This is an optimization exercise on Yosys and OpenROAD, whose aim is small area, a short achievable clock period and few clock cycles per item, not a production implementation.
Where RTL was checked, it was by simulation tests only, not by an equivalence proof against the original.
No functional check of the RTL was part of run 5.
No activity file was given, so power comes from the tool's default toggle rates.

## flow/design.v

```verilog
module huf_decode (
    input  wire        clk,
    input  wire        rst,
    input  wire        start,
    input  wire [15:0] tree_base,
    input  wire [15:0] tree_len,
    input  wire [15:0] blob_base,
    input  wire [15:0] blob_len,
    input  wire [19:0] start_bit,
    input  wire [15:0] nsym,
    output wire        ready,
    output wire        mem_req,
    output wire [15:0] mem_addr,
    input  wire        mem_gnt,
    input  wire        mem_rvalid,
    input  wire [15:0] mem_rdata,
    output wire        out_valid,
    output wire [7:0]  out_data,
    input  wire        out_ready,
    output wire        done,
    output wire [1:0]  done_err,
    output wire [19:0] done_info
);
    localparam [1:0] ERR_NONE       = 2'd0;
    localparam [1:0] ERR_BITSTREAM  = 2'd1;
    localparam [1:0] ERR_TREE_INDEX = 2'd2;
    localparam [3:0] S_IDLE = 4'd0;    
    localparam [3:0] S_INIT = 4'd1;    
    localparam [3:0] S_RUN  = 4'd2;    
    localparam [3:0] S_NEXT = 4'd3;    
    localparam [3:0] S_MISS = 4'd4;    
    localparam [3:0] S_WOUT = 4'd5;    
    localparam [3:0] S_INFO = 4'd6;    
    localparam [3:0] S_EI   = 4'd7;    
    localparam [3:0] S_RE   = 4'd8;    
    localparam [3:0] S_FIN  = 4'd9;    
    localparam [3:0] S_EI2  = 4'd10;   
    localparam [1:0] RK_LVL  = 2'd0;   
    localparam [1:0] RK_ONE  = 2'd1;   
    localparam [1:0] RK_INIT = 2'd2;   
    reg [3:0]  state;
    reg [15:0] tb_r, bb_r;
    reg [15:0] tq;             
    reg [1:0]  tqx;            
    reg [2:0]  tr;             
    reg        dact;           
    reg [1:0]  dcnt;
    reg        rf1p;           
    reg [14:0] bh_r;           
    reg [19:0] p;              
    reg [15:0] rem;            
    reg [15:0] cw, nw;         
    reg        nw_v, blob_pend;
    reg [15:0] ra0, ra1;       
    reg [2:0]  rf0, rf1;       
    reg [15:0] xreg;           
    reg [2:0]  fl;             
    reg        rc;             
    reg        rb;             
    reg        rcv;            
    reg        spec;           
    reg        rspec;          
    reg        pay_pend;       
    reg [1:0]  iph;
    reg        req_v;
    reg [15:0] req_a;
    reg        fsel;
    reg [1:0]  rk;
    reg        rstep;
    reg [1:0]  icnt;
    reg [3:0]  outst, skip;
    reg        out_v;
    reg [7:0]  out_d;
    reg [1:0]  err_r;
    wire st_idle = (state == S_IDLE);
    wire st_init = (state == S_INIT);
    wire st_run  = (state == S_RUN);
    wire st_next = (state == S_NEXT);
    wire st_miss = (state == S_MISS);
    wire st_wout = (state == S_WOUT);
    wire st_info = (state == S_INFO);
    wire st_ei   = (state == S_EI);
    wire st_re   = (state == S_RE);
    wire st_fin  = (state == S_FIN);
    wire st_ei2  = (state == S_EI2);
    wire acc    = req_v & mem_gnt;
    wire slot   = ~req_v | mem_gnt;
    wire [3:0] outst_n = outst + {3'd0, acc} - {3'd0, mem_rvalid};
    wire take   = mem_rvalid & (skip == 4'd0);
    wire [15:0] cwn    = {nw[0], cw[15:1]};
    wire        bp     = cw[p[3:0]];
    wire        bp1    = cwn[p[3:0]];
    wire        lastb  = &p[3:0];
    wire        known1 = ~lastb | nw_v;
    wire        oobp   = p[19:4] >= {1'b0, bh_r};
    wire        tq0    = (tq == 16'd0);
    wire        rootoob = tq0 & (bp ? (tr < 3'd4) : (tr < 3'd2));    
    wire [19:0] p_inc  = p + 20'd1;
    wire [15:0] dp     = tb_r + {mem_rdata[13:0], 2'b00} + {mem_rdata[14:0], 1'b0};
    wire [18:0] tp     = {1'b0, xreg, 2'b00} + {2'b00, xreg, 1'b0};
    wire        bsel   = st_miss & (iph == 2'd1);
    wire [15:0] bop    = bsel ? tb_r : bb_r;
    wire [14:0] ba15   = bop[15:1] + (bsel ? req_a[15:1] : p[18:4]);
    wire [15:0] ba     = {ba15, bop[0]};
    wire [15:0] ra_s   = bp ? ra1 : ra0;
    wire        xgt    = xreg > tq;
    wire        xeq    = xreg == tq;
    wire        f2c    = xgt | (xeq & (tr < 3'd2));
    wire        f3c    = xgt | (xeq & (tr < 3'd3));
    wire        f4c    = xgt | (xeq & (tr < 3'd4));
    reg  [2:0]  dr;
    reg  [5:0]  dq;
    reg  [3:0]  dt;
    reg  [5:0]  dn;
    integer     di;
    always @(*) begin
        dr = tr;
        dq = 6'd0;
        dn = {tqx, tq[15:12]};
        for (di = 5; di >= 0; di = di - 1) begin
            dt = {dr, dn[di]};
            dq[di] = (dt >= 4'd6);
            dr = (dt >= 4'd6) ? (dt[2:0] - 3'd6) : dt[2:0];
        end
    end
    wire [2:0]  cfl    = rc ? (rb ? rf1 : rf0) : fl;
    wire ev   = st_run & take & ~pay_pend & ~blob_pend;
    wire evF0 = ev & ~rcv & ~bp;      
    wire evF1 = ev & ~rcv &  bp;      
    wire evS0 = ev &  rcv & ~bp;      
    wire evS1 = ev &  rcv &  bp;      
    wire rz   = (mem_rdata == 16'd0);
    wire oslot = ~out_v | out_ready;
    wire root_ok = ~oobp & ~rootoob & known1 & (nw_v | blob_pend);
    wire te_F0 = evF0 & (cfl[0] | (rz & cfl[1]));
    wire te_F1 = evF1 & cfl[0];
    wire te_S1 = evS1 & (rz ? cfl[1] : (~oobp & cfl[2]));
    wire te    = te_F0 | te_F1 | te_S1;
    wire f0_int  = evF0 & ~te_F0 & ~rz;
    wire f0_oob  = f0_int & oobp;
    wire f0_go   = f0_int & ~oobp & known1;
    wire f0_miss = f0_int & ~oobp & ~known1;
    wire f0_leaf  = evF0 & ~te_F0 & rz;
    wire f0_early = f0_leaf & (rem != 16'd1) & root_ok & slot & oslot;
    wire f0_eblob = f0_leaf & (rem != 16'd1) & ~oobp & ~rootoob & ~nw_v & ~blob_pend & slot & oslot;
    wire f1_ok    = evF1 & ~te_F1;
    wire f1_keep  = f1_ok & ~cfl[2];          
    wire [15:0] tqm = tq | {1'b0, tq[15:1]} | {2'b0, tq[15:2]} | {3'b0, tq[15:3]}
                    | {4'b0, tq[15:4]} | {5'b0, tq[15:5]} | {6'b0, tq[15:6]} | {7'b0, tq[15:7]}
                    | {8'b0, tq[15:8]} | {9'b0, tq[15:9]} | {10'b0, tq[15:10]} | {11'b0, tq[15:11]}
                    | {12'b0, tq[15:12]} | {13'b0, tq[15:13]} | {14'b0, tq[15:14]} | {15'b0, tq[15]};
    wire pl       = |(mem_rdata & ~tqm);    
    wire f1_spec  = f1_keep & ~pl & known1 & slot;
    wire f1_rspec = f1_keep & pl & (rem != 16'd1) & root_ok & slot & oslot;
    wire s1_leaf  = evS1 & ~te_S1 & rz;
    wire s1_lpay  = s1_leaf & ~cfl[2] & ~rspec;   
    wire s1_rkeep = s1_leaf & rspec;              
    wire s1_lre   = s1_leaf &  cfl[2];        
    wire s1_int   = evS1 & ~te_S1 & ~rz;
    wire s1_oob   = s1_int & oobp;
    wire s1_commit = s1_int & ~oobp & spec;
    wire s1_miss  = s1_int & ~oobp & ~spec;      
    wire re_ev    = st_re & (iph == 2'd1) & take;
    wire lc_rd  = evS0 | re_ev;
    wire lc_x   = s1_lpay | (st_wout & oslot);
    wire lc     = lc_rd | lc_x;
    wire lc_emit = lc & oslot;
    wire lc_last = lc_emit & (rem == 16'd1);
    wire lc_root = lc_emit & ~lc_last & root_ok;
    wire lc_blob = lc_emit & ~lc_last & ~oobp & ~rootoob & ~nw_v & ~blob_pend;
    wire lc_next = lc_emit & ~lc_last & ~root_ok & ~lc_blob;
    wire lc_wait = lc & ~oslot;
    wire n_oob   = st_next & oobp;
    wire n_roob  = st_next & ~oobp & rootoob;
    wire n_blob  = st_next & ~oobp & ~rootoob & ~nw_v & ~blob_pend & slot;
    wire n_go    = st_next & ~oobp & ~rootoob & (nw_v | blob_pend) & known1 & slot;
    wire m_tp    = st_miss & (iph == 2'd0) & known1 & slot;
    wire m_go    = st_miss & (iph == 2'd1);
    wire m_blob  = st_miss & (iph == 2'd0) & ~known1 & ~nw_v & ~blob_pend & slot;
    wire i_ld    = st_info & (iph == 2'd0) & slot;
    wire re_ld   = st_re & (iph == 2'd0) & slot;
    wire init_go = st_init & take & (iph == 2'd2) & ~oobp & ~rootoob & ~lastb & slot;
    wire accept  = st_idle & start;
    wire acc_go  = accept & (nsym != 16'd0);
    wire rootgo  = f0_early | lc_root | n_go | (init_go & ~bp);    
    wire rootld  = rootgo | f1_rspec;                   
    wire rootcm  = rootgo | s1_rkeep | (init_go & bp);  
    wire dpgo    = f0_go | f1_spec | (init_go & bp);
    wire blobld  = n_blob | m_blob | f0_eblob | lc_blob;
    wire missgo  = m_go;
    wire consume = f0_go | rootcm | m_go | s1_commit;
    wire err1    = f0_oob | s1_oob | n_oob;
    wire abandon = te | f0_int | lc | s1_oob | s1_miss | s1_lre;
    wire cancel  = te | f0_oob | f0_miss | s1_oob | s1_miss | lc_wait | lc_next | lc_last | n_oob | n_roob;
    wire go_fin  = err1 | n_roob | lc_last | st_ei;
    wire init_ba = acc & (rk == RK_INIT) & (icnt == 2'd0);
    wire init_tb = acc & (rk == RK_INIT) & (icnt == 2'd1);
    wire init_b2 = acc & (rk == RK_INIT) & (icnt == 2'd2);
    wire ld_any  = acc_go | rootld | dpgo | blobld | missgo | i_ld | re_ld;
    wire adv_end = (rk == RK_ONE) | ((rk == RK_LVL) & rstep) | ((rk == RK_INIT) & (icnt == 2'd3));
    wire adv_tog = acc & (((rk == RK_LVL) & ~rstep) | ((rk == RK_INIT) & (icnt != 2'd3)));
    wire fl_hold = st_run & rcv & bp;
    wire fl_en   = ~fl_hold | s1_commit;
    assign done = st_fin & oslot;
    always @(posedge clk) begin
        if (rst) begin
            req_v <= 1'b0;
        end else begin
            if (ld_any)
                req_v <= 1'b1;
            else if (cancel | (acc & adv_end))
                req_v <= 1'b0;
        end
    end
    always @(posedge clk) begin
        if (acc_go | rootld | dpgo | blobld | missgo | m_tp | i_ld | init_ba | init_tb | init_b2)
            req_a <= ({16{accept}} & tree_base)
                   | ({16{m_tp}}   & tp[15:0])
                   | ({16{rootld}} & ra_s)
                   | ({16{dpgo}}   & dp)
                   | ({16{blobld | missgo | init_ba | init_b2}} & ba)
                   | ({16{i_ld | init_tb}} & tb_r);
        if (accept)
            fsel <= 1'b0;
        else if (rootld | dpgo | missgo)
            fsel <= bp1;
        else if (blobld | re_ld)
            fsel <= 1'b1;
        else if (i_ld)
            fsel <= rb;
        else if (init_ba)
            fsel <= 1'b0;
        else if (init_tb | init_b2)
            fsel <= 1'b1;
        else if (adv_tog)
            fsel <= ~fsel;
        if (rootld | dpgo | missgo)
            rstep <= 1'b0;
        else if (acc & (rk == RK_LVL))
            rstep <= 1'b1;
        if (accept)
            rk <= RK_INIT;
        else if (rootld | dpgo | missgo)
            rk <= RK_LVL;
        else if (blobld | i_ld | re_ld)
            rk <= RK_ONE;
        if (accept)
            icnt <= 2'd0;
        else if (acc & (rk == RK_INIT))
            icnt <= icnt + 2'd1;
    end
    wire [14:0] ra_hi = req_a[15:1] + 15'd1;
    assign mem_addr = fsel ? {ra_hi, req_a[0]} : req_a;
    assign mem_req  = req_v;
    always @(posedge clk) begin
        if (rst) begin
            outst <= 4'd0;
            skip  <= 4'd0;
        end else begin
            outst <= outst_n;
            if (abandon | go_fin)
                skip <= outst_n;
            else if (mem_rvalid && skip != 4'd0)
                skip <= skip - 4'd1;
        end
    end
    always @(posedge clk) begin
        if (accept) begin
            tb_r <= tree_base;
            bb_r <= blob_base;
            bh_r <= blob_len[15:1];
        end
        if (accept)
            {tqx, tq} <= {2'b00, tree_len};
        else if (dact)
            {tqx, tq} <= {tq[11:0], dq};
        if (accept)
            tr <= 3'd0;
        else if (dact)
            tr <= dr;
        if (accept)
            dcnt <= 2'd0;
        else if (dact)
            dcnt <= dcnt + 2'd1;
        if (accept)
            rem <= nsym;
        else if (f0_early | f0_eblob | lc_emit | s1_rkeep)
            rem <= rem - 16'd1;
        if (accept | consume | st_ei | st_ei2 | n_roob)
            p <= ({20{accept}} & start_bit)
               | ({20{consume | st_ei2}} & p_inc)
               | ({20{st_ei}} & {1'b0, tp})
               | {18'd0, n_roob & bp, 1'b0};
        if ((st_init & take & (iph == 2'd1)) | (consume & lastb))
            cw <= st_init ? mem_rdata : nw;
        if ((st_init & take & (iph == 2'd3)) | (take & blob_pend & ~pay_pend))
            nw <= mem_rdata;
        if (ev | st_init | st_info | re_ev)
            ;
        if (f0_int | f1_keep | (st_init & take & (iph == 2'd0 || iph == 2'd2)) | (st_info & take & (iph == 2'd1)) | (lc_wait & lc_rd))
            xreg <= mem_rdata;
        if (fl_en)
            fl <= {f4c, f3c, f2c};
        if (st_init & take & (iph == 2'd0))
            ra0 <= dp;
        if (st_init & take & (iph == 2'd2))
            ra1 <= dp;
        if (st_init & take & (iph == 2'd2))
            rf0 <= {f4c, f3c, f2c};
        if (rf1p)
            rf1 <= {f4c, f3c, f2c};
        if (rootcm)
            rb <= bp;
        if (lc_emit | s1_rkeep | (take & pay_pend))
            out_d <= ((lc_x | s1_rkeep) & ~(take & pay_pend)) ? xreg[7:0] : mem_rdata[7:0];
        if (err1)
            err_r <= ERR_BITSTREAM;
        else if (n_roob | st_ei | st_ei2)
            err_r <= ERR_TREE_INDEX;
        else if (accept | lc_last)
            err_r <= ERR_NONE;
    end
    always @(posedge clk) begin
        if (rst) begin
            state     <= S_IDLE;
            out_v     <= 1'b0;
            nw_v      <= 1'b0;
            blob_pend <= 1'b0;
            spec      <= 1'b0;
            rspec     <= 1'b0;
            pay_pend  <= 1'b0;
            dact      <= 1'b0;
            rf1p      <= 1'b0;
            rcv       <= 1'b0;
        end else begin
            if (accept)
                dact <= 1'b1;
            else if (dcnt == 2'd2)
                dact <= 1'b0;
            rf1p <= st_init & take & (iph == 2'd2);
            if (lc_emit | s1_rkeep | (take & pay_pend))
                out_v <= 1'b1;
            else if (out_ready)
                out_v <= 1'b0;
            if (accept)
                pay_pend <= 1'b0;
            else if (f0_early | f0_eblob)
                pay_pend <= 1'b1;
            else if (take & pay_pend)
                pay_pend <= 1'b0;
            if (accept | te | err1 | n_roob)
                blob_pend <= 1'b0;
            else if (blobld | init_go)
                blob_pend <= 1'b1;
            else if (take & blob_pend & ~pay_pend)
                blob_pend <= 1'b0;
            if (accept)
                nw_v <= 1'b0;
            else if ((st_init & take & (iph == 2'd3)) | (take & blob_pend & ~pay_pend))
                nw_v <= 1'b1;
            else if (consume & lastb)
                nw_v <= 1'b0;
            if (f1_spec)
                spec <= 1'b1;
            else if (accept | evS1 | rootgo | dpgo)
                spec <= 1'b0;
            if (f1_rspec)
                rspec <= 1'b1;
            else if (accept | evS1)
                rspec <= 1'b0;
            if ((evF1 & ~te_F1) | (f0_leaf & ~f0_early & ~f0_eblob))
                rcv <= 1'b1;
            else if (accept | rootgo | f0_go | m_go | evS0 | evS1 | te)
                rcv <= 1'b0;
            if (rootcm)
                rc <= 1'b1;
            else if (f0_go | m_go | s1_commit)
                rc <= 1'b0;
            case (state)
                S_IDLE: begin
                    if (start) begin
                        iph   <= 2'd0;
                        state <= (nsym == 16'd0) ? S_FIN : S_INIT;
                    end
                end
                S_INIT: begin
                    if (take) begin
                        iph <= iph + 2'd1;
                        if (init_go)
                            state <= S_RUN;
                        else if (iph == 2'd3)
                            state <= S_NEXT;
                    end
                end
                S_NEXT: begin
                    if (n_oob | n_roob)
                        state <= S_FIN;
                    else if (n_go)
                        state <= S_RUN;
                end
                S_MISS: begin
                    if (m_tp)
                        iph <= 2'd1;
                    if (m_go)
                        state <= S_RUN;
                end
                S_INFO: begin
                    if (i_ld)
                        iph <= 2'd1;
                    else if (take & (iph == 2'd1))
                        iph <= 2'd2;
                    else if (iph == 2'd2)
                        state <= S_EI;
                end
                S_EI: begin
                    state <= fl[0] ? S_FIN : S_EI2;
                    iph   <= 2'd0;
                end
                S_EI2: begin
                    iph <= iph + 2'd1;
                    if (iph[0])
                        state <= S_FIN;
                end
                S_FIN: begin
                    if (oslot)
                        state <= S_IDLE;
                end
                default: begin   
                    if (re_ld)
                        iph <= 2'd1;
                    if (te) begin
                        state <= rc ? S_INFO : S_EI;
                        iph   <= 2'd0;
                    end else if (err1 | lc_last) begin
                        state <= S_FIN;
                    end else if (f0_miss | s1_miss) begin
                        state <= S_MISS;
                        iph   <= 2'd0;
                    end else if (s1_lre) begin
                        state <= S_RE;
                        iph   <= 2'd0;
                    end else if (lc_wait) begin
                        state <= S_WOUT;
                    end else if (lc_next | lc_blob | f0_eblob) begin
                        state <= S_NEXT;
                    end else if (lc_root) begin
                        state <= S_RUN;
                    end
                end
            endcase
        end
    end
    assign ready     = st_idle;
    assign out_valid = out_v;
    assign out_data  = out_d;
    assign done_err  = err_r;
    assign done_info = p;
endmodule
```

## flow/flow/run.sh

```bash
#!/bin/bash
# The standard layout (standard.sh), with plain buf_1 cells as the port
# buffers instead of ORFS's default port buffer cell. Every port still gets
# a buffer; everything else is the standard flow. The make output goes to
# flow_standard.log; ORFS keeps each step's log under orfs/logs.
export BUFFER_PORTS_ARGS="-buffer_cell sky130_fd_sc_hd__buf_1"
bash standard.sh > flow_standard.log 2>&1
```

## flow/standard.sh

```bash
#!/bin/bash
# synth_recipe.tcl (not shown) runs the flow's synth.tcl, then flattens the netlist and writes it again
# the make line also repeats each setting of config.mk as NAME=value (left out here)
make -C /OpenROAD-flow-scripts/flow DESIGN_CONFIG=/design/flow/config.mk WORK_HOME=/design/flow/orfs CLKGATE_MAP_FILE= SYNTH_SCRIPT=/design/flow/synth_recipe.tcl "${@:-finish}"
```

## flow/config.mk

```make
export PLATFORM = sky130hd
export DESIGN_NAME = huf_decode
export DESIGN_NICKNAME = huf_decode
export VERILOG_FILES = /design/flow/design.v
export SDC_FILE = /design/flow/constraint.sdc
export NUM_CORES = 4
export LEC_CHECK = 0
export CAP_MARGIN = 20
export CORE_MARGIN = 2
export CORE_UTILIZATION = 60
export CTS_CLUSTER_DIAMETER = 100
export CTS_CLUSTER_SIZE = 20
export SETUP_SLACK_MARGIN = 2.3
export SLEW_MARGIN = 20
```

## flow/constraint.sdc

```tcl
create_clock -name core_clock -period 6.5 [get_ports {clk}]
set_input_delay 1.3000 -clock core_clock [delete_from_list [all_inputs] [get_ports {clk}]]
set_output_delay 1.3000 -clock core_clock [all_outputs]
set_load 0.01 [all_outputs]
```

==> results of run 1 <==
[routing by layer]
layer | up-vias | global-route usage | part of all wire | routed length [µm]
li1 | 6455 | - | - | -
met1 | 6761 | 0.4847 | 0.43 | 20660
met2 | 675 | 0.5239 | 0.45 | 21720
met3 | 93 | 0.04454 | 0.091 | 4365
met4 | 4 | 0.09922 | 0.028 | 1330
met5 | - | 0 | 0.00050 | 24
[critical path, delay by kind of cell, from the launching register on]
family | cells | cell delay [ns]
AO/OA/AOI/OAI | 7 | 1.49
AND/OR/NAND/NOR | 6 | 1.00
buffers and inverters | 2 | 0.43
flip-flops | 1 | 0.42
adder cells (fa/ha/maj) | 1 | 0.33
XOR/XNOR | 1 | 0.15
[repair_timing]
| action | 4_1_cts | 5_1_grt |
|---|---|---|
| setup buffers | 3 | 3 |
| setup endpoints to repair | 113 | 76 |
| gates resized for setup | 21 | 26 |
| pin swaps | 1 | 1 |
[sequential cells by signal (all words and copies together), names as in the netlist, 3 cells and up]
| name | flops |
|---|---|
| rf1 | 3 |
| ra0 | 16 |
| p | 20 |
| cw | 16 |
| bb_r | 16 |
| req_a | 16 |
| tq | 16 |
| tb_r | 16 |
| state | 4 |
| xreg | 16 |
| ra1 | 16 |
| tr | 3 |
| bh_r | 15 |
| outst | 4 |
| skip | 4 |
| rem | 16 |
| nw | 16 |
| out_d | 8 |
| fl | 3 |
| rf0 | 3 |
[cell usage after synthesis, types with 13 or more instances]
cell type,n
o21ai_1,23
nor3_1,44
nand4_1,17
o21ai_0,100
nor4_1,17
xnor2_1,57
nand2_1,234
clkbuf_1,52
xor2_1,36
a21oi_1,72
a31oi_1,24
mux2i_1,26
edfxtp_1,216
nand3_1,40
nand2b_1,21
nor2b_1,21
fa_1,17
ha_1,101
dfxtp_1,37
a21o_1,16
nor2_1,113
and3_1,19
o21a_1,18
a211oi_1,13
a22oi_1,21
inv_1,92
[per-stage QoR]
step	cell area, µm²	instances	worst slack [ns]	power [mW]	utilization
after global routing	18140	2167	2.224	8.278	0.6750
after CTS	18010	2163	2.288	7.667	0.6702
after global placement	17420	2131	1.442	6.435	0.6482
final	18140	2168	2.399	7.782	0.6750
after floorplan	16460	1663	2.333	5.435	-
after detailed placement	17420	2131	1.397	6.545	0.6482
[cell type report]
class | count | area [µm²]
Multi-Input combinational cell | 1253 | 8737
Fill cell | 2219 | 8733
Sequential cell | 253 | 7236
Timing Repair Buffer | 197 | 888.4
Clock buffer | 26 | 459.2
Tap cell | 341 | 426.7
Inverter | 94 | 356.6
Clock inverter | 3 | 36.28
Antenna cell | 1 | 2.502
[logic make-up after synthesis]
family / share of synthesized area
buffers and inverters: 0.03728
AND/OR/NAND/NOR: 0.1717
multiplexers: 0.03644
flip-flops: 0.4403
AO/OA/AOI/OAI: 0.1669
adder cells (fa/ha/maj): 0.09773
XOR/XNOR: 0.04963
[power by group]
part           internal (mW)  total, mW  switching [mW]
combinational           1.47       3.79            2.32
clock                  0.502       1.07           0.572
sequential              2.41       2.92           0.506
total                   4.38       7.78            3.40
[final timing paths]
| check | endpoint | cells after the start |
|---|---|---|
| setup / recovery | req_a[15] | 17 |
| hold / removal | dcnt[1] | 2 |
| setup reg to reg | req_a[15] | 17 |
| hold reg to reg | dcnt[1] | 2 |
[cells in the final DEF (no fill, tap or decap), types with 13 or more instances in the layout]
| cell type | instances |
|---|---|
| o21a_1 | 18 |
| xnor2_1 | 57 |
| mux2i_1 | 26 |
| nand4_1 | 17 |
| buf_1 | 158 |
| nor4_1 | 16 |
| o21ai_0 | 98 |
| nand2_1 | 231 |
| a21oi_1 | 71 |
| clkbuf_16 | 17 |
| nand3_1 | 39 |
| a22oi_1 | 21 |
| and3_1 | 18 |
| nor2b_1 | 20 |
| o21ai_1 | 24 |
| xor2_1 | 36 |
| fa_1 | 17 |
| edfxtp_1 | 216 |
| ha_1 | 100 |
| nand2b_1 | 21 |
| a211oi_1 | 13 |
| a21o_1 | 16 |
| nor3_1 | 40 |
| dfxtp_1 | 34 |
| inv_1 | 91 |
| a31oi_1 | 23 |
| buf_4 | 23 |
| nor2_1 | 112 |
==> metrics.yaml, run 1 <==
h-tree-depth: 1
tns_ns: 0
grt_use_total: 0.3330
dieArea_um2: 28690
ant_nets: 0
clock_sinks: 253
cts_tree: "built"
numPortBuffers: 170
cts_root_buf: "clkbuf_16"
peakVddDrop_v: 0.0002835
die_x_um: 169.4
max_freq_mhz: 243.8
rsz0062_at_grt: "yes"
setup_viol: 0
grt-ovfl-total: 0
yosys.cell_types.count: 90
power_density_nw_per_um2: 428.9
grt_start_max_net_pins: 90
drt_wl_total_um: 48100
drv_slew: 0
slew_headroom: 0.2687
cpPeakStageDelay_ns: 0.42
synthArstFlopShare: 0
skew_ns: 0.02318
cts_buffers: 17
syn-cell-area_um2: 16410
netlist.area_leader.share: 0.3952
yosysSeqAreaShare: 0.4403
antenna_found_initial: 2
wl_per_cell_um: 22.19
critical_path_class: "register to register"
layout-drive-gt1-share: 0.07667
hold_ws_ns: 0.5043
synth_edf_count: 216
final_nets: 2056
syn_to_final_growth_pct: 10.54
clock_latency_ns: 0.50
crit_top_cell: "nand2_1"
status: "no timing/DRC/antenna violations"
start_util: 0.6107
cp-end-kind: "register"
critPathLaunchType: "register"
avgSynthCellArea_um2: 9.870
hold_start: "dcnt[1]"
r2r_slack_ns: 2.40
synthTopCellsByArea: "edfxtp_1 (40%), ha_1 (7.7%), nand2_1 (5.4%)"
yosysTopAreaCell: "edfxtp_1"
syn_nets: 1903
clock_path_buffers: 3
row_count: 60
drv_cap: 0
clkTransAtPathRegs_ns: 0.09
core_um2: 26880
worstSetupStartpoint: "state[1]"
critical_path.cell_chain: "clkinv_2, nand2_1, nor3_2, nand2_2, buf_4, nand2_1, nand2_1, ha_1, nor2b_2, o31ai_4, a21oi_2, o2111ai_1, a31oi_2, a21o_1, a21oi_1, xnor2_1, o221ai_1"
slowest_stage: "dfxtp_4"
worst_slew_pin_slew_ns: 1.097
crit_required_ns: 6.71
hold_buffers: 0
ys_ff_latch: 253
ys_warn_count: 1
grt_first_pass_wirelength_um: 73670
gp_congestion: 0.8978
path_max_fanout: 23
num_vias: 13990
power.leakage_nw: 6.816
drc: 0
hp-class: "register to register"
pin_count: 172
r2r-start: "state[1]"
layout_min_cycle_time_ns: 4.101
crit_arrival_ns: 4.32
firstDrtPassIters: 11
via_per_inst: 6.452
hold_viol_final: 0
synth_cells: 1663
die_h_um: 169.4
first_global_vias: 13180
synth_flop_cell: "edfxtp_1"
fin_crit_sh: 0.6310
dp_hpwl_um: 36030
drt_iter0_drc: 1610
Testbench counts, summed over its fixed seeds: cycles 58,292, items 5,993.
==> run 2: changes to the inputs <==
--- a/flow/config.mk
+++ b/flow/config.mk
@@ -10,5 +10,5 @@
 export CORE_UTILIZATION = 60
 export CTS_CLUSTER_DIAMETER = 100
 export CTS_CLUSTER_SIZE = 20
-export SETUP_SLACK_MARGIN = 2.3
+export SETUP_SLACK_MARGIN = 2.5
 export SLEW_MARGIN = 20
==> run 2 against run 1 <==
Net effect:
- cell area increased by 1.4%
- still clean on timing, DRC and antenna
- non-clock buffer count increased by 20
- area after synthesis unchanged
- global-route usage grew 0.14 points
- register-to-register slack better by 0.24 ns
- clock power barely moved
- count of clock-buffer cells in the layout up 1
- hold slack got worse by 0.010 ns
- final cell count rose by 0.83%
- wire length grew 0.89%
- combinational power increased by 2%
- sequential share of layout area down 0.53 points
==> metrics.yaml, run 2 <==
netlist.area_leader.share: 0.3952  # unchanged
slew_headroom: 0.3281  # +0.05942
clock_path_buffers: 3  # unchanged
wl_per_cell_um: 22.20  # about the same
skew_ns: 0.01772  # -0.005459 ns
setup_viol: 0  # unchanged
ys_ff_latch: 253  # unchanged
yosysTopAreaCell: "edfxtp_1"
drt_iter0_drc: 1730  # +7.5%
critical_path_class: "primary input to register"
hold_viol_final: 0  # unchanged
status: "no timing/DRC/antenna violations"
ys_warn_count: 1  # unchanged
drv_slew: 0  # unchanged
clock_sinks: 253  # unchanged
cts_buffers: 16  # -1
crit_top_cell: "o21a_1"
fillers: 2180  # -1.8%
synth_cells: 1663  # unchanged
synth_flop_cell: "edfxtp_1"
synth_mux_area_frac: 0.03644  # unchanged
die_x_um: 169.4  # unchanged
drt_wl_total_um: 48530  # +0.89%
syn_to_final_growth_pct: 12.04
p_int_mw: 4.425  # +0.92%
synthArstFlopShare: 0  # unchanged
crit_required_ns: 6.74  # +0.03 ns
yosys.cell_types.count: 90  # unchanged
critical_path.cell_chain: "clkbuf_2, buf_6, fa_1, ha_2, inv_2, fa_2, nor2b_2, o31a_1, o211ai_1, a21boi_1, o21a_1, o21a_1, o41ai_2, xor2_1, o221ai_1"
synthAdderAreaFrac: 0.09773  # unchanged
ant_nets: 0  # unchanged
hp-class: "register to register"
pin_count: 172  # unchanged
critPathLaunchType: "primary input"
dp_hpwl_um: 36060  # about the same
fin_crit_sh: 0.6023  # -0.02872
peakVddDrop_v: 0.0002589  # -8.7%
die_h_um: 169.4  # unchanged
grt-ovfl-total: 0  # unchanged
fin_cells: 2186  # +0.83%
layout-drive-gt1-share: 0.08943  # +0.01276
max_freq_mhz: 255.4  # +4.8%
dieArea_um2: 28690  # unchanged
via_per_inst: 6.391  # -0.95%
net-switching-power_mw: 3.433  # +1.0%
worst_slew_pin_slew_ns: 1.007  # -0.09024 ns
avgSynthCellArea_um2: 9.870  # unchanged
largest_reg_flops: 20  # unchanged
synthXorXnorAreaFrac: 0.04963  # unchanged
firstDrtPassIters: 7  # -4
synth.most_common_cell: "nand2_1"
yosysSeqAreaShare: 0.4403  # unchanged
grt_first_pass_wirelength_um: 74110  # +0.59%
rsz0062_at_grt: "yes"
numPortBuffers: 170  # unchanged
final_nets: 2075  # +0.92%
switching_share: 0.4369  # about the same
regMostFlops: "p"
h-tree-depth: 1  # unchanged
tns_ns: 0  # unchanged
final_cell_mix: "nand2_1 (231), edfxtp_1 (216), buf_1 (163)"
start_util: 0.6107  # unchanged
first_global_vias: 13020  # -1.2%
cts_tree: "built"
numPlacedInstances: 2136  # +0.23%
power_density_nw_per_um2: 427.3  # -0.38%
layout_min_cycle_time_ns: 3.915  # -0.1867 ns
core_um2: 26880  # unchanged
seqPwrFrac: 0.373  # -0.002
antenna_found_initial: 1  # -1
path_max_fanout: 7  # -70%
row_count: 60  # unchanged
cp-end-kind: "register"
p_comb_frac: 0.493  # +0.006
yosys-top-cells-count: "nand2_1 (234), edfxtp_1 (216), nor2_1 (113), ha_1 (101), o21ai_0 (100)"
grt_use_total: 0.3344  # +0.001407
cpPeakStageDelay_ns: 0.44  # +0.02 ns
final_common_cell: "nand2_1"
power.leakage_nw: 6.928  # +1.6%
clock_latency_ns: 0.52  # +0.02 ns
grt_start_max_net_pins: 50  # -44%
gp_congestion: 0.9346  # +4.1%
synth_compound_area_frac: 0.1669  # unchanged
syn_nets: 1903  # unchanged
syn-cell-area_um2: 16410  # unchanged
slowest_stage: "fa_1"
synthSimpleGateAreaFrac: 0.1717  # unchanged
num_vias: 13970  # -0.13%
synth_edf_count: 216  # unchanged
drc: 0  # unchanged
diodes: 0  # -1
synth_top_family_by_area: "simple AND/OR/NAND/NOR gates"
synthTopCellsByArea: "edfxtp_1 (40%), ha_1 (7.7%), nand2_1 (5.4%)"
clkPwrFrac: 0.134  # -0.004
crit_arrival_ns: 4.15  # -0.17 ns
cts_root_buf: "clkbuf_16"
drv_cap: 0  # unchanged
clkTransAtPathRegs_ns: 0.09  # about the same
run 2: cell counts after synthesis:
No cell type changed its count.
run 2: worst max-delay path: cells and delay by family:
| family | cells | cell delay, ns |
|---|---|---|
| compound gates | 7 | 1.35 |
| fa+ha+maj | 3 | 0.85 |
| buf+inv | 3 | 0.30 |
| xor+xnor | 1 | 0.28 |
| simple gates | 1 | 0.05 |
run 2: area by class of cell:
class | count | area (µm²) | area share
flip-flops and latches | 253 | 7236 | 0.3935
repair buffers | 217 | 1062 | 0.05777
inverters | 94 | 356.6 | 0.01939
well taps | 341 | 426.7 | 0.02320
clock inverters | 1 | 8.758 | 0.0004763
clock buffers | 27 | 462.9 | 0.02518
multi-input cells | 1253 | 8836 | 0.4805
run 2: metal layers:
metal	vias to the layer above	GRT usage	wire, µm
li1	6502	-	-
met1	6670	0.4995	20910
met2	712	0.5040	21380
met3	84	0.05993	4968
met4	2	0.09067	1256
met5	-	0	10
run 2: cells by family (layout without fill, tap and decap cells):
| kind of cell | after synthesis | in the layout |
|---|---|---|
| fa+ha+maj | 118 | 118 |
| mux | 46 | 46 |
| simple gates | 590 | 590 |
| flops | 253 | 253 |
| compound gates | 406 | 406 |
| buf+inv | 157 | 339 |
| xor+xnor | 93 | 93 |
run 2: worst paths after layout:
| kind | from | end | slack [ns] | cells after the start |
|---|---|---|---|---|
| setup / recovery | mem_rdata[0] | req_a[14] | 2.59 | 15 |
| hold / removal | tb_r[0] | ra1[0] | 0.49 | 0 |
| setup reg to reg | state[0] | req_a[12] | 2.64 | 10 |
| hold reg to reg | tb_r[0] | ra1[0] | 0.49 | 0 |
run 2: per-stage QoR:
step                hold slack, ns  setup slack [ns]    util  power, mW  cell area (µm²)
global placement            0.4506             1.237  0.6503      6.466            17480
detailed placement          0.4629             1.170  0.6503      6.559            17480
global route                0.5124             2.422  0.6842      8.364            18390
floorplan                   0.4451             2.333       -      5.442            16490
CTS                         0.4829             2.435  0.6757      7.703            18160
finish                      0.4938             2.585  0.6842      7.858            18390
run 2: power groups by stage:
stage | clock [mW] | sequential [mW] | combinational [mW]
global route | 1.11 | 2.99 | 4.26
CTS | 1.06 | 2.91 | 3.73
global placement | 0 | 2.95 | 3.51
detailed placement | 0 | 2.97 | 3.59
floorplan | 0 | 2.74 | 2.71
finish | 1.05 | 2.93 | 3.87
run 2: timing repair:
| action | in CTS | in global routing |
|---|---|---|
| gates resized for setup | 34 | 32 |
| pin swaps | 15 | 19 |
| setup endpoints to repair | 119 | 93 |
| endpoints found under the hold margin | 0 | 0 |
| hold buffers | 0 | 0 |
| setup buffers | 10 | 11 |
| cloned | 0 | 1 |
==> run 3: changes to the inputs <==
--- a/flow/config.mk
+++ b/flow/config.mk
@@ -7,7 +7,7 @@
 export LEC_CHECK = 0
 export CAP_MARGIN = 20
 export CORE_MARGIN = 2
-export CORE_UTILIZATION = 60
+export CORE_UTILIZATION = 66
 export CTS_CLUSTER_DIAMETER = 100
 export CTS_CLUSTER_SIZE = 20
 export SETUP_SLACK_MARGIN = 2.5
==> run 3 against run 2 <==
Net effect:
- die area decreased by 8.9%
- non-clock buffer count down 6
- hold slack worse by 0.0031 ns
- register-to-register slack got worse by 0.11 ns
- worst setup slack got worse by 0.15 ns
- sequential power barely moved
- power is 0.27% higher
==> metrics.yaml, run 3 <==
cts_buffers: 16  # unchanged
yosys.cell_types.count: 90  # unchanged
pre_cts_slack_ns: 1.502  # +0.3320 ns
dp_hpwl_um: 35280  # -2.2%
cts_tree: "built"
numPortBuffers: 170  # unchanged
worstSetupStartpoint: "mem_rvalid"
hp-class: "register to register"
hold_start: "tb_r[0]"
gr-usage-met3: 0.04750  # -0.01244
yosysSeqAreaShare: 0.4403  # unchanged
regMostFlops: "p"
tns_ns: 0  # unchanged
hold_ws_ns: 0.4907  # -0.003146 ns
fin_crit_sh: 0.6256  # +0.02338
num_vias: 14200  # +1.6%
synth_top_family_by_area: "simple AND/OR/NAND/NOR gates"
reg2regPathDepth: 11  # +1
slew_headroom: 0.3156  # -0.01252
r2r_slack_ns: 2.53  # -0.11 ns
drc: 0  # unchanged
first_global_vias: 13230  # +1.6%
synthAdderAreaFrac: 0.09773  # unchanged
dieArea_um2: 26150  # -8.9%
grt_use_total: 0.3600  # +0.02566
clkTransAtPathRegs_ns: 0.09  # about the same
firstDrtPassIters: 8  # +1
gp_congestion: 0.9224  # -1.3%
synth.most_common_cell: "nand2_1"
pin_count: 172  # unchanged
synthSimpleGateAreaFrac: 0.1717  # unchanged
final_common_cell: "nand2_1"
seqPwrFrac: 0.370  # -0.003
row_count: 57  # -5.0%
p_comb_frac: 0.497  # +0.004
drt_wl_total_um: 47730  # -1.7%
hold_end: "ra0[0]"
synth_flop_cell: "edfxtp_1"
peakVddDrop_v: 0.0002836  # +9.5%
grt-ovfl-total: 0  # unchanged
ys_ff_latch: 253  # unchanged
largest_reg_flops: 20  # unchanged
grtUsageMet2: 0.5758  # +0.07176
avgSynthCellArea_um2: 9.870  # unchanged
clkPwrFrac: 0.134  # about the same
layout-drive-gt1-share: 0.08918  # -0.0002520
r2r-start: "state[3]"
grt_most_used_layer: "met2"
syn_to_final_growth_pct: 11.80
use_met1: 0.5304  # +0.03098
switching_share: 0.4355  # -0.001399
skew_ns: 0.01706  # -0.0006526 ns
power_density_nw_per_um2: 429.4  # +0.48%
syn_nets: 1903  # unchanged
clock_sinks: 253  # unchanged
crit_arrival_ns: 4.28  # +0.13 ns
yosysTopAreaCell: "edfxtp_1"
synth_cells: 1663  # unchanged
worst_slew_pin_slew_ns: 1.027  # +0.01989 ns
final_nets: 2069  # -0.29%
wl_per_cell_um: 22.06  # -0.60%
drv_slew: 0  # unchanged
synth_edf_count: 216  # unchanged
p_int_mw: 4.447  # +0.52%
drt_iter0_drc: 1891  # +9.3%
path_max_fanout: 16  # +9
die_x_um: 161.7  # -4.5%
clock_path_buffers: 3  # unchanged
grt_start_max_net_pins: 60  # +20%
diodes: 0  # unchanged
h-tree-depth: 1  # unchanged
drv_cap: 0  # unchanged
power.leakage_nw: 6.916  # -0.17%
core_um2: 24390  # -9.2%
hold_viol_final: 0  # unchanged
hold-path-cell-count: 0  # unchanged
antenna_found_initial: 0  # -1
final_cell_mix: "nand2_1 (230), edfxtp_1 (216), buf_1 (157)"
via_per_inst: 6.565  # +2.7%
max_freq_mhz: 245.9  # -3.7%
synthTopCellsByArea: "edfxtp_1 (40%), ha_1 (7.7%), nand2_1 (5.4%)"
ys_warn_count: 1  # unchanged
rsz0062_at_grt: "yes"
cp-end-kind: "register"
multiInputGateArea_um2: 8853  # +0.20%
ant_nets: 0  # unchanged
crit_required_ns: 6.71  # -0.03 ns
net-switching-power_mw: 3.431  # about the same
setup_ws_ns: 2.433  # -0.1520 ns
synth_mux_area_frac: 0.03644  # unchanged
yosys-top-cells-count: "nand2_1 (234), edfxtp_1 (216), nor2_1 (113), ha_1 (101), o21ai_0 (100)"
reg2reg_to: "req_a[12]"
synth_compound_area_frac: 0.1669  # unchanged
status: "no timing/DRC/antenna violations"
netlist.area_leader.share: 0.3952  # unchanged
clock_latency_ns: 0.52  # about the same
fillers: 1761  # -19%
seq_area_um2: 7232  # about the same
grt_first_pass_wirelength_um: 73390  # -0.97%
layout_min_cycle_time_ns: 4.067  # +0.1520 ns
syn-cell-area_um2: 16410  # unchanged
setup_viol: 0  # unchanged
die_h_um: 161.7  # -4.5%
critPathLaunchType: "primary input"
synthArstFlopShare: 0  # unchanged
critical_path_class: "primary input to register"
start_util: 0.6729  # +0.06222
cts_root_buf: "clkbuf_16"
synthXorXnorAreaFrac: 0.04963  # unchanged
run 3: cell count changes in the layout (fill, tap and decap cells not counted), sizes merged:
cell and delta:
clkbuf +2, clkinv +1, inv -1, buf -8
run 3: logic make-up after synthesis:
family | Yosys count
AND/OR/NAND/NOR | 590
XOR/XNOR | 93
adder cells (fa/ha/maj) | 118
flip-flops | 253
AO/OA/AOI/OAI | 406
buffers and inverters | 157
multiplexers | 46
run 3: worst max-delay path: stages:
cell and delay, ns:
buf_1 0.24, nand4bb_4 0.24, or4_4 0.51, or4_4 0.44
or3_4 0.42, a21oi_4 0.23, o21ai_2 0.10, a21boi_4 0.29
nor3_2 0.10, o211ai_1 0.13, buf_6 0.26
run 3: repair_timing:
| item | CTS | global route |
|---|---|---|
| buffers inserted | 9 | 13 |
| gates resized for setup | 30 | 49 |
| pin swaps | 3 | 18 |
| hold buffers | 0 | 0 |
| setup endpoints to repair | 134 | 98 |
run 3: through the flow:
stage,cells,instance area [µm²],power (mW),util
after detailed placement,2112,17400,6.539,0.7135
after global routing,2163,18350,8.342,0.7523
after global placement,2112,17400,6.403,0.7135
after CTS,2149,18060,7.660,0.7404
after floorplan,1663,16490,5.442,-
final,2163,18350,7.879,0.7523
run 3: worst max-delay path by stage:
stage | to | slack [ns] | depth (start not counted)
floorplan | req_a[0] | 2.33 | 9
global placement | req_a[14] | 1.61 | 16
detailed placement | req_a[14] | 1.50 | 16
CTS | req_a[14] | 2.43 | 12
global route | req_a[14] | 2.35 | 14
finish | req_a[12] | 2.43 | 11
run 3: power groups by stage:
| stage | logic, mW | registers (mW) | clock network [mW] |
|---|---|---|---|
| 2_1_floorplan | 2.71 | 2.74 | 0 |
| 3_3_place_gp | 3.47 | 2.93 | 0 |
| 3_5_place_dp | 3.59 | 2.95 | 0 |
| 4_1_cts | 3.71 | 2.89 | 1.05 |
| 5_1_grt | 4.27 | 2.97 | 1.11 |
| 6_report | 3.91 | 2.91 | 1.05 |
run 3: layer usage:
| layer | share of wire | wire length (µm) |
|---|---|---|
| met1 | 0.42 | 19920 |
| met2 | 0.45 | 21460 |
| met3 | 0.11 | 5134 |
| met4 | 0.025 | 1211 |
| met5 | 0 | 0 |
run 3: final cells by class:
class	instances	share of cell area
clock buffer	27	0.02523
clock inverter	1	0.0004773
inverter	94	0.01943
multi-input combinational	1253	0.4825
sequential	253	0.3941
tap	324	0.02209
timing repair buffer	211	0.05618
==> run 4: changes to the inputs <==
--- a/flow/config.mk
+++ b/flow/config.mk
@@ -7,7 +7,7 @@
 export LEC_CHECK = 0
 export CAP_MARGIN = 20
 export CORE_MARGIN = 2
-export CORE_UTILIZATION = 66
+export CORE_UTILIZATION = 55
 export CTS_CLUSTER_DIAMETER = 100
 export CTS_CLUSTER_SIZE = 20
 export SETUP_SLACK_MARGIN = 2.5
==> run 4 against run 3 <==
Net effect:
- still clean on timing, DRC and antenna
- first-iteration DRC count shrank 22%
- wire length grew 2.6%
- combinational power is essentially flat
- final cell count grew 3.0%
- power grew 0.27%
- critical path depth grew 4
- non-clock buffer count shrank 3
- maximum frequency grew 2.0%
- hold slack gained 0.013 ns
- sequential power is essentially flat
- sequential share of layout area shrank 0.23 points
- critical path type unchanged
- highest routed layer unchanged
==> metrics.yaml, run 4 <==
largest_reg_flops: 20  # unchanged
syn-cell-area_um2: 16410  # unchanged
crit_arrival_ns: 4.22  # -0.06 ns
tns_ns: 0  # unchanged
regMostFlops: "p"
worst_slew_pin_slew_ns: 0.9930  # -0.03364 ns
pre_cts_slack_ns: 1.523  # +0.02093 ns
hold_buffers: 0  # unchanged
synth.most_common_cell: "nand2_1"
cp-end-kind: "register"
net-switching-power_mw: 3.433  # about the same
hp-class: "register to register"
synth_cells: 1663  # unchanged
grt-ovfl-total: 0  # unchanged
die_h_um: 176.8  # +9.3%
cts_buffers: 17  # +1
drt_wl_total_um: 48970  # +2.6%
yosysSeqAreaShare: 0.4403  # unchanged
r2r_slack_ns: 2.57  # +0.04 ns
ys_warn_count: 1  # unchanged
h-tree-depth: 1  # unchanged
wl_per_cell_um: 21.99  # -0.34%
layout-drive-gt1-share: 0.08819  # -0.0009916
syn_nets: 1903  # unchanged
r2r-start: "state[3]"
post-route-util: 0.6261  # -0.1263
diodes: 0  # unchanged
die_x_um: 176.8  # +9.3%
critPathLaunchType: "primary input"
hold_viol_final: 0  # unchanged
switching_share: 0.4345  # -0.001018
skew_ns: 0.01630  # -0.0007668 ns
critical_path.cell_chain: "buf_1, buf_6, fa_1, ha_2, inv_1, fa_2, nor2b_4, o31a_1, o211ai_1, a21boi_1, o21a_1, o21a_1, o41ai_2, xor2_1, o221ai_1"
synth_edf_count: 216  # unchanged
synth_flop_cell: "edfxtp_1"
crit_required_ns: 6.73  # +0.02 ns
postLayoutCellArea_um2: 18460  # +0.58%
critical_path.endpoint: "req_a[14]"
grt_first_pass_wirelength_um: 73560  # +0.23%
seq_area_um2: 7232  # unchanged
reg2regPathDepth: 11  # unchanged
slowest_stage: "fa_1"
status: "no timing/DRC/antenna violations"
p_int_mw: 4.468  # +0.45%
avgSynthCellArea_um2: 9.870  # unchanged
worstSetupStartpoint: "mem_rdata[0]"
seqPwrFrac: 0.369  # about the same
fillers: 2573  # +46%
core_um2: 29480  # +21%
yosys-top-cells-count: "nand2_1 (234), edfxtp_1 (216), nor2_1 (113), ha_1 (101), o21ai_0 (100)"
drc: 0  # unchanged
num_vias: 13860  # -2.4%
drv_cap: 0  # unchanged
grt_start_max_net_pins: 74  # +23%
max_freq_mhz: 250.9  # +2.0%
ant_nets: 0  # unchanged
syn_to_final_growth_pct: 12.45
path_max_fanout: 7  # -9
via_per_inst: 6.222  # -5.2%
rsz0062_at_grt: "yes"
ys_ff_latch: 253  # unchanged
cp_top_family: "compound AO/OA/AOI/OAI gates"
multiInputGateArea_um2: 8835  # -0.21%
final_nets: 2067  # -0.097%
drt_iter0_drc: 1469  # -22%
power.leakage_nw: 6.934  # +0.26%
crit_buf_inv: 3  # +1
yosysTopAreaCell: "edfxtp_1"
p_comb_frac: 0.493  # -0.004
numPortBuffers: 170  # unchanged
start_util: 0.5567  # -0.1162
clock_path_buffers: 3  # unchanged
setup_ws_ns: 2.514  # +0.08076 ns
synthTopCellsByArea: "edfxtp_1 (40%), ha_1 (7.7%), nand2_1 (5.4%)"
critical_path_class: "primary input to register"
fin_crit_sh: 0.6132  # -0.01242
synthArstFlopShare: 0  # unchanged
pin_count: 172  # unchanged
firstDrtPassIters: 8  # unchanged
netlist.area_leader.share: 0.3952  # unchanged
final_common_cell: "nand2_1"
peakVddDrop_v: 0.0002768  # -2.4%
layout_min_cycle_time_ns: 3.986  # -0.08076 ns
final_cell_mix: "nand2_1 (230), edfxtp_1 (216), buf_1 (157)"
drv_slew: 0  # unchanged
cpPeakStageDelay_ns: 0.48  # -0.03 ns
dp_hpwl_um: 36460  # +3.3%
gp_congestion: 0.9323  # +1.1%
slew_headroom: 0.3380  # +0.02243
clock_latency_ns: 0.50  # -0.02 ns
placed_area_um2: 17500  # +0.56%
cp_num_cells: 15  # +4
setup_viol: 0  # unchanged
clock_sinks: 253  # unchanged
antenna_found_initial: 0  # unchanged
grt_use_total: 0.3080  # -0.05201
clkTransAtPathRegs_ns: 0.09  # about the same
power_density_nw_per_um2: 428.0  # -0.31%
first_global_vias: 12880  # -2.6%
clkPwrFrac: 0.138  # +0.004
cts_root_buf: "clkbuf_16"
row_count: 63  # +11%
reg2reg_to: "req_a[15]"
cts_tree: "built"
yosys.cell_types.count: 90  # unchanged
crit_top_cell: "o21a_1"
dieArea_um2: 31240  # +19%
-- run 4: logic make-up (layout without fill, tap and decap cells) --
group,after synthesis,in the layout,synth area share
AOI/OAI and AO/OA,406,406,0.1669
buffers and inverters,157,331,0.03728
and+or+nand+nor,590,590,0.1717
muxes,46,46,0.03644
xor gates and xnor gates,93,93,0.04963
adders and majority gates,118,118,0.09773
DFF,253,253,0.4403
-- run 4: metrics by stage --
| stage | power (mW) | cells | hold slack (ns) |
|---|---|---|---|
| final | 7.900 | 2227 | 0.5034 |
| after global routing | 8.425 | 2227 | 0.5074 |
| after CTS | 7.763 | 2219 | 0.4937 |
| after detailed placement | 6.569 | 2180 | 0.4726 |
| after global placement | 6.480 | 2180 | 0.4642 |
| after floorplan | 5.442 | 1663 | 0.4451 |
-- run 4: metal layers --
metal	up-vias	track usage	routed length, µm
met5	-	0	0
met4	0	0.09814	1288
met3	80	0.04446	3826
met2	594	0.4689	21740
met1	6693	0.4544	22120
li1	6489	-	-
-- run 4: how the worst min path moves through the flow --
stage | from | endpoint | cells after the start
after floorplan | tb_r[0] | ra0[0] | 0
after global placement | tb_r[0] | ra0[0] | 0
after detailed placement | tb_r[0] | ra0[0] | 0
after CTS | tb_r[0] | ra0[0] | 0
after global routing | tb_r[0] | ra0[0] | 0
final | tb_r[0] | ra0[0] | 0
-- run 4: area by class of cell --
cell class	count	area share
Clock buffer	27	0.02624
Clock inverter	2	0.001491
Inverter	94	0.01932
Multi-Input combinational cell	1253	0.4787
Sequential cell	253	0.3918
Tap cell	390	0.02644
Timing Repair Buffer	208	0.05600
-- run 4: repair_timing --
| action | in CTS | in global routing |
|---|---|---|
| endpoints found under the setup margin | 118 | 100 |
| endpoints found under the hold margin | 0 | 0 |
| gates resized for setup | 39 | 32 |
| setup buffers | 10 | 7 |
| pin swaps | 5 | 7 |
| cloned | 0 | 1 |
-- run 4: worst reg2reg max path, delay by kind of cell, from the launching register on --
family          cells  cell delay [ns]
buf+inv             2             0.45
flops               1             0.30
compound gates      4             0.73
simple gates        5             2.13
-- run 4: power groups by stage --
stage,Clock (mW),Combinational (mW),Sequential [mW]
detailed placement,0,3.61,2.96
CTS,1.11,3.74,2.92
floorplan,0,2.71,2.74
global route,1.16,4.29,2.97
finish,1.09,3.90,2.91
global placement,0,3.53,2.95
==> run 5: changes to the inputs <==
--- a/flow/design.v
+++ b/flow/design.v
@@ -96,7 +96,8 @@
     wire        tq0    = (tq == 16'd0);
     wire        rootoob = tq0 & (bp ? (tr < 3'd4) : (tr < 3'd2));    
     wire [19:0] p_inc  = p + 20'd1;
-    wire [15:0] dp     = tb_r + {mem_rdata[13:0], 2'b00} + {mem_rdata[14:0], 1'b0};
+    wire [15:0] dp;
+    huf_addr6 u_dp (.b(tb_r), .x(mem_rdata), .s(dp));
     wire [18:0] tp     = {1'b0, xreg, 2'b00} + {2'b00, xreg, 1'b0};
     wire        bsel   = st_miss & (iph == 2'd1);
     wire [15:0] bop    = bsel ? tb_r : bb_r;
@@ -129,7 +130,8 @@
     wire evF1 = ev & ~rcv &  bp;      
     wire evS0 = ev &  rcv & ~bp;      
     wire evS1 = ev &  rcv &  bp;      
-    wire rz   = (mem_rdata == 16'd0);
+    wire rz;
+    huf_zero16 u_rz (.a(mem_rdata), .z(rz));
     wire oslot = ~out_v | out_ready;
     wire root_ok = ~oobp & ~rootoob & known1 & (nw_v | blob_pend);
     wire te_F0 = evF0 & (cfl[0] | (rz & cfl[1]));
@@ -149,7 +151,8 @@
                     | {4'b0, tq[15:4]} | {5'b0, tq[15:5]} | {6'b0, tq[15:6]} | {7'b0, tq[15:7]}
                     | {8'b0, tq[15:8]} | {9'b0, tq[15:9]} | {10'b0, tq[15:10]} | {11'b0, tq[15:11]}
                     | {12'b0, tq[15:12]} | {13'b0, tq[15:13]} | {14'b0, tq[15:14]} | {15'b0, tq[15]};
-    wire pl       = |(mem_rdata & ~tqm);    
+    wire pl;                                
+    huf_beyond u_pl (.a(mem_rdata), .m(tqm), .y(pl));
     wire f1_spec  = f1_keep & ~pl & known1 & slot;
     wire f1_rspec = f1_keep & pl & (rem != 16'd1) & root_ok & slot & oslot;
     wire s1_leaf  = evS1 & ~te_S1 & rz;
@@ -456,3 +459,23 @@
     assign done_err  = err_r;
     assign done_info = p;
 endmodule
+module huf_addr6 (
+    input  wire [15:0] b,
+    input  wire [15:0] x,
+    output wire [15:0] s
+);
+    assign s = b + {x[13:0], 2'b00} + {x[14:0], 1'b0};
+endmodule
+module huf_zero16 (
+    input  wire [15:0] a,
+    output wire        z
+);
+    assign z = ~|a;
+endmodule
+module huf_beyond (
+    input  wire [15:0] a,
+    input  wire [15:0] m,
+    output wire        y
+);
+    assign y = |(a & ~m);
+endmodule
--- a/flow/config.mk
+++ b/flow/config.mk
@@ -7,8 +7,7 @@
 export LEC_CHECK = 0
 export CAP_MARGIN = 20
 export CORE_MARGIN = 2
-export CORE_UTILIZATION = 55
-export CTS_CLUSTER_DIAMETER = 100
-export CTS_CLUSTER_SIZE = 20
+export CORE_UTILIZATION = 60
 export SETUP_SLACK_MARGIN = 2.5
 export SLEW_MARGIN = 20
+export SYNTH_HIERARCHICAL = 1
==> run 5 against run 4 <==
Net effect:
- still clean on timing, DRC and antenna
- first-iteration DRC count up 21%
- non-clock buffer count is 9 higher
- register-to-register slack worse by 0.02 ns
- utilization increased by 7.7 points
- sequential share of layout area is 1.2 points lower
- combinational power grew 4%
- clock skew barely moved
- wire length grew 0.39%
- synthesized cell count down 2.6%
- sequential cell count unchanged
- power rose by 8.4%
- hold slack lost 0.038 ns
- critical endpoint unchanged
==> metrics.yaml, run 5 <==
hold_buffers: 0  # unchanged
yosys-top-cells-count: "edfxtp_1 (216), nand2_1 (150), nor2_1 (105), o21ai_0 (95), ha_1 (94)"
setup_ws_ns: 2.435  # -0.07882 ns
hold_end: "err_r[1]"
slowest_stage: "fa_1"
cp-end-kind: "register"
wl_met2_um: 21410  # -1.5%
fin_total_pwr_mw: 8.563  # +8.4%
layout_min_cycle_time_ns: 4.065  # +0.07882 ns
skew_ns: 0.01583  # -0.0004676 ns
path_max_fanout: 8  # +1
ys_warn_count: 7  # +6
crit_required_ns: 6.81  # +0.08 ns
core_um2: 27100  # -8.1%
slew_headroom: 0.2880  # -0.05006
pre_cts_slack_ns: 1.389  # -0.1346 ns
crit_buf_inv: 2  # -1
synthArstFlopShare: 0  # unchanged
dp_hpwl_um: 35840  # -1.7%
regMostFlops: "p"
clock_latency_ns: 0.58  # +0.08 ns
num_vias: 13980  # +0.87%
wl_per_cell_um: 22.34  # +1.6%
clkTransAtPathRegs_ns: 0.06  # -0.03 ns
reg2regPathDepth: 14  # +3
drv_slew: 0  # unchanged
wl_met3_um: 5557  # +45%
placed_area_um2: 17650  # +0.83%
synthTopCellsByArea: "edfxtp_1 (39%), ha_1 (7.1%), dfxtp_1 (4.5%)"
power.leakage_nw: 7.120  # +2.7%
cts_tree: "built"
via_per_inst: 6.350  # +2.1%
layout-drive-gt1-share: 0.1323  # +0.04413
post-route-util: 0.7028  # +0.07677
r2r_slack_ns: 2.55  # -0.02 ns
ant_nets: 0  # unchanged
synth.most_common_cell: "edfxtp_1"
max_freq_mhz: 246.0  # -1.9%
hold_start: "err_r[1]"
cts_root_buf: "clkbuf_16"
avgSynthCellArea_um2: 10.27  # +4.1%
cpPeakStageDelay_ns: 0.47  # about the same
ys_ff_latch: 253  # unchanged
fin_crit_sh: 0.6253  # +0.01213
drv_cap: 0  # unchanged
multiInputGateArea_um2: 9055  # +2.5%
postLayoutCellArea_um2: 19050  # +3.2%
synth_cells: 1619  # -2.6%
netlist.area_leader.share: 0.3899  # -0.005261
h-tree-depth: 1  # unchanged
critical_path_class: "primary input to register"
seq_area_um2: 7236  # about the same
dieArea_um2: 29070  # -6.9%
reg2reg_to: "req_a[14]"
cts_buffers: 29  # +12
grt-ovfl-total: 0  # unchanged
rsz0062_at_grt: "yes"
critical_path.cell_chain: "buf_2, fa_1, ha_1, inv_1, fa_1, nor2b_4, o2111a_2, o311ai_4, a41oi_1, xor2_1, a21oi_1, o21ai_0, a221o_1"
antenna_found_initial: 0  # unchanged
crit_top_cell: "fa_1"
hold_ws_ns: 0.4657  # -0.03776 ns
drt_iter0_drc: 1779  # +21%
die_h_um: 170.5  # -3.5%
syn_to_final_growth_pct: 14.50
yosysSeqAreaShare: 0.4344  # -0.005862
worst_slew_pin_slew_ns: 1.059  # +0.06604 ns
crit_arrival_ns: 4.38  # +0.16 ns
routed.top_layer: "met4"
numPortBuffers: 170  # unchanged
status: "no timing/DRC/antenna violations"
die_x_um: 170.5  # -3.5%
fin_cells: 2201  # -1.2%
cp_top_family: "compound AO/OA/AOI/OAI gates"
drc: 0  # unchanged
critPathLaunchType: "primary input"
first_global_vias: 13050  # +1.3%
hp-class: "register to register"
start_util: 0.6138  # +0.05706
final_cell_mix: "edfxtp_1 (216), buf_1 (156), nand2_1 (149)"
synth_edf_count: 216  # unchanged
syn_nets: 1852  # -2.7%
grt_start_max_net_pins: 58  # -22%
grt_use_total: 0.3354  # +0.02737
yosys.cell_types.count: 88  # -2.2%
clock_path_buffers: 3  # unchanged
synth_flop_cell: "edfxtp_1"
final_common_cell: "edfxtp_1"
final_nets: 2039  # -1.4%
firstDrtPassIters: 7  # -1
grt_first_pass_wirelength_um: 74320  # +1.0%
met1Wirelength_um: 20970  # -5.2%
power_density_nw_per_um2: 449.6  # +5.0%
fillers: 2094  # -19%
gp_congestion: 0.9086  # -2.5%
clock_sinks: 253  # unchanged
pin_count: 172  # unchanged
setup_viol: 0  # unchanged
hold-path-cell-count: 2  # +2
hold_viol_final: 0  # unchanged
largest_reg_flops: 20  # unchanged
row_count: 60  # -4.8%
r2r-start: "iph[0]"
tns_ns: 0  # unchanged
diodes: 0  # unchanged
numPlacedInstances: 2116  # -2.9%
drt_wl_total_um: 49160  # +0.39%
peakVddDrop_v: 0.0002908  # +5.0%
yosysTopAreaCell: "edfxtp_1"
syn-cell-area_um2: 16630  # +1.3%
run 5: Yosys stat by module, one instance, submodules excluded:
| module | copies in the design | cells | cell area [µm²] | flops+latches |
|---|---|---|---|---|
| huf_beyond | 1 | 21 | 178.9 | 0 |
| huf_decode | 1 | 1486 | 15460 | 253 |
| huf_zero16 | 1 | 5 | 33.78 | 0 |
| huf_addr6 | 1 | 107 | 963.4 | 0 |
run 5: layout make-up:
class	count	share of cell area
Timing Repair Buffer	217	0.05577
Clock buffer	39	0.04217
Tap cell	372	0.02444
Sequential cell	253	0.3799
Multi-Input combinational cell	1225	0.4754
Inverter	80	0.01609
Clock inverter	15	0.006241
run 5: power by group:
part           internal (mW)  leakage (nW)  switching (mW)
combinational           1.65          4.33            2.41
clock                  0.908         0.460           0.687
sequential              2.41          2.33           0.500
total                   4.97          7.12            3.60
run 5: how the worst max path moves through the flow:
stage                       startpoint        end  slack (ns)  cells after the start
after floorplan               state[0]  req_a[14]        2.51                     15
after global routing          state[1]  req_a[15]        2.43                     16
after global placement        state[2]  req_a[14]        1.43                     15
final                     mem_rdata[1]  req_a[14]        2.44                     13
after detailed placement      state[2]  req_a[14]        1.39                     15
after CTS                     state[1]  req_a[14]        2.46                     15
run 5: worst register-to-register path, delay by kind of cell (launching register included):
kind                       cells  cell delay [ns]
DFF                            1             0.49
adders and majority gates      2             0.59
buffers and inverters          1             0.22
AOI/OAI and AO/OA              8             1.74
muxes                          1             0.36
xor gates and xnor gates       1             0.16
and+or+nand+nor                1             0.15
run 5: repair_timing:
| action | in CTS | in global routing |
|---|---|---|
| endpoints found under the setup margin | 115 | 88 |
| pin swaps | 5 | 8 |
| resized for setup | 41 | 19 |
| cloned | 1 | 0 |
| buffers inserted | 17 | 13 |
run 5: logic make-up after synthesis:
family	synth area share
compound gates	0.1594
buf+inv	0.03332
xor+xnor	0.04897
simple gates	0.1670
fa+ha+maj	0.09116
flops	0.4344
mux	0.06574
run 5: metal layers:
metal  vias up  GRT usage
met4         0    0.08436
met2       739     0.5121
li1       6453          -
met5         -          0
met3        76    0.07819
met1      6708     0.4847

-- static timing again, ports no longer ideal --
In the flow no input, the clock included, has a driving cell. The finished layouts below were timed again as built, in two steps.
Step 1 (the two cells are an assumption about what drives the block):
set clk [get_ports {clk}]
set_driving_cell -lib_cell sky130_fd_sc_hd__clkbuf_16 $clk
set_driving_cell -lib_cell sky130_fd_sc_hd__buf_2 [delete_from_list [all_inputs] $clk]
Step 2 adds t to the input delays and takes it off the output delays; t is the mean of the earliest and latest rising clock arrival at the registers after step 1. Input paths then give back, and output paths get back, about the clock's delay inside the block.
Three values: ideal, step 1, step 2; two values: the first two.
run | shift t [ns] | slack for setup (ns) | worst setup path after step 2 | latest minus earliest clock arrival (ns) | worst slew at a driven data input, ns
run 1 | 0.546 | 2.399 / 2.399 / 1.894 | input to register | 0.026 / 0.026 | 0.04
run 2 | 0.556 | 2.585 / 2.613 / 2.056 | input to register | 0.019 / 0.019 | 0.04
run 3 | 0.565 | 2.433 / 2.463 / 1.898 | input to register | 0.017 / 0.018 | 0.06
run 4 | 0.548 | 2.514 / 2.548 / 2.000 | input to register | 0.016 / 0.017 | 0.05
run 5 | 0.622 | 2.435 / 2.465 / 1.843 | input to register | 0.015 / 0.016 | 0.05
After both steps every run listed still meets setup and hold. For run 5, which loses most, drivers alone change the setup slack by +0.030 ns; drivers and shift together by -0.592 ns.
